What follows belongs to an exercise in optimizing a design on an open flow for small area, a short achievable clock period and few clock cycles per item; a production flow would make more cautious choices.
The RTL was checked by simulation tests, not by an equivalence proof against the original design.
Power is estimated from default activity; no workload was simulated.

Design rng90_codec, start of the top module:
module rng90_codec (
    input  wire        clk,
    input  wire        rst,
    input  wire        cmd_valid,
    output wire        cmd_ready,
    input  wire [7:0]  cmd_opcode,
    input  wire [7:0]  cmd_param1,
    input  wire [15:0] cmd_param2,
    input  wire [7:0]  cmd_len,
    input  wire        din_valid,
    output wire        din_ready,
    input  wire [7:0]  din_data,
    output wire        tx_valid,
    input  wire        tx_ready,
    output wire [7:0]  tx_data,
    output wire        tx_last,
    input  wire        rsp_valid,
    output wire        rsp_ready,
    input  wire [5:0]  rsp_cap,
    input  wire        rx_valid,
    output wire        rx_ready,
    input  wire [7:0]  rx_data,
    output wire        res_valid,
    input  wire        res_ready,
    output wire        res_ok,
    output wire [7:0]  res_count,
    output wire        pl_valid,
    input  wire        pl_ready,
    output wire [7:0]  pl_data,
    output wire        pl_last
);
    rng90_framer u_framer (
        .clk       (clk),
        .rst       (rst),
        .cmd_valid (cmd_valid),
        .cmd_ready (cmd_ready),
        .cmd_opcode(cmd_opcode),
        .cmd_param1(cmd_param1),
        .cmd_param2(cmd_param2),
        .cmd_len   (cmd_len),
        .din_valid (din_valid),
        .din_ready (din_ready),
        .din_data  (din_data),
        .tx_valid  (tx_valid),
        .tx_ready  (tx_ready),
        .tx_data   (tx_data),
        .tx_last   (tx_last)
    );
    rng90_validator u_validator (
        .clk      (clk),
        .rst      (rst),
        .rsp_valid(rsp_valid),
        .rsp_ready(rsp_ready),
        .rsp_cap  (rsp_cap),
        .rx_valid (rx_valid),
        .rx_ready (rx_ready),
        .rx_data  (rx_data),
        .res_valid(res_valid),
        .res_ready(res_ready),
        .res_ok   (res_ok),
        .res_count(res_count),
        .pl_valid (pl_valid),
        .pl_ready (pl_ready),
        .pl_data  (pl_data),
        .pl_last  (pl_last)
    );
endmodule
Settings: LEC_CHECK=0, ABC_CLOCK_PERIOD_IN_PS=2400, CAP_MARGIN=20, CORE_MARGIN=2, CORE_UTILIZATION=55, PLACE_DENSITY=0.72, SETUP_SLACK_MARGIN=3.25, SLEW_MARGIN=20; clock period 5.5 ns.
standard.sh (not shown) runs the stock make flow with config.mk's settings and CLKGATE_MAP_FILE= SYNTH_SCRIPT=/design/flow/synth_recipe.tcl, a recipe that flattens the netlist after the stock synthesis.
==> flow/flow/run.sh <==
#!/bin/bash
# The standard layout, with plain buffers on the ports (instead of the delay
# cells buffer_ports picks by default), resizing not tied to footprints, and
# a flatter clock tree (larger sink clusters, no dummy loads).
set -euo pipefail
bash standard.sh \
  "BUFFER_PORTS_ARGS=-buffer_cell sky130_fd_sc_hd__buf_2" \
  MATCH_CELL_FOOTPRINT=0 \
  "CTS_ARGS=-sink_clustering_enable -repair_clock_nets -sink_clustering_size 24 -sink_clustering_max_diameter 80 -dont_use_dummy_load" \
  finish > flow_make.log 2>&1
The starting point finished clean.
Testbench counts at the start, summed over its fixed seeds: cycles 38,863, items 2,080.
Next try:
--- a/flow/config.mk
+++ b/flow/config.mk
@@ -13 +13 @@
-export SETUP_SLACK_MARGIN = 3.25
+export SETUP_SLACK_MARGIN = 3.1
Result:
- clock power is about the same
- area after synthesis stays the same
- register-to-register slack barely changes

---

== run A ==
rng90_codec, a different RTL version from the one above (not shown whole).
For scale: about 1400 cells after synthesis, ~110 I/O pins, about 21000 µm² of cells after synthesis.
clock: 5.5 ns
lec_check: 0
abc_clock_period_in_ps: 2000
cap_margin: 20
core_margin: 2
core_utilization: 60
place_density: 0.76
setup_slack_margin: 3.2
slew_margin: 20
Scripts as last shown in full above: flow/flow/run.sh
Testbench counts of run A, summed over its fixed seeds: cycles 38,871, items 2,080.
What run B does differently from run A at the input level:
Settings: SETUP_SLACK_MARGIN changed from 3.2 to 3.3.
- Share of the final layout cell area in multi-input gates up 0.29 points in run B wrt run A
- First-pass GRT wire length delta (run B − run A): unfavourable
- The area of all placed cells without fillers in run B sits 2.4% above the value recorded for run A.
- [run B vs run A] slack of the critical path: higher in run B
- Run B -> run A: final max-slew violation count delta 0, exact match
- Run B went all the way through synthesis, placement and routing and the layout is clean on timing, DRC and antenna.
- Total vias in the final route, run A and run B: lower on run A
### run B -> run C
Settings: changing PLACE_DENSITY from 0.76 to 0.72; changing CORE_UTILIZATION from 60 to 55.
### Flow results
From run B to run C the numbers moved as follows: synthesized cell count held, clock insertion delay at the later pin of the skew report up 30 ps, final worst slack fell by 70 ps.
Changes observed in run C relative to run B: net total in the final layout increased by 15 relative to the old numbers; max-slew headroom at the worst pin decreased by 3.7 points relative to the old numbers.
Run C -> run B: number of nets with antenna violations after routing delta 0, exact match
Die area ended up 8.9% higher on run C than on run B.
Going from run B to run C, core area saw an increase, portion of total power attributed to sequential cells about even.
In terms of share of total power in combinational logic, run C and run B differ only marginally.
What run D does differently from run C at the input level:
Settings: changing ABC_CLOCK_PERIOD_IN_PS from 2000 to 2200; changing PLACE_DENSITY from 0.72 to 0.76; changing CORE_UTILIZATION from 55 to 60.
### Flow results
Taking run C as the reference point, the number of signal-net buffers in the layout of run D falls by 16. Summary of run D over run C: logic gate share of total power essentially unchanged; area used by multi-input combinational logic decreased 1.7%; final hold slack essentially unchanged. Diff run C -> run D | number of buffers added for setup after CTS | down by more than 10%. On met1 usage in global routing: between run D and run C, it ends up lower for run C. Against run C, run D comes in about 8% lower on die area. pl_data[1] as the last element of the critical path was reported by run C, and pl_data[2] by run D.

==> afterwards: timing with drivers on the ports <==
In the flow no input, the clock included, has a driving cell. The finished layouts below were timed again as built, in two steps. Step 1, drivers: a clkbuf_16 drives clk and a buf_2 each remaining input, both assumed. Step 2 times the ports against the registers' clock, not the clock port: input delays grow and output delays shrink by t, the midpoint of the rising clock arrivals with the driver on. a / b / c = ideal ports / drivers / drivers and shift; a / b = the first two.
run | t, ns | slack for setup (ns) | clock arrival spread, ns
the first run of note 1 | 0.597 | 2.657 / 2.657 / 2.094 | 0.057 / 0.057
the second run of note 1 | 0.596 | 2.653 / 2.653 / 2.109 | 0.055 / 0.056
run A | 0.603 | 3.150 / 3.097 / 2.747 | 0.045 / 0.045
run B | 0.604 | 3.175 / 3.117 / 2.802 | 0.040 / 0.040
run C | 0.623 | 3.105 / 3.047 / 2.778 | 0.073 / 0.072
run D | 0.604 | 3.175 / 3.117 / 2.802 | 0.040 / 0.040
After both steps every run listed still meets setup and hold. The setup slack of the first run of note 1, which loses most, moves by 0.000 ns with the drivers and by -0.563 ns with both steps.
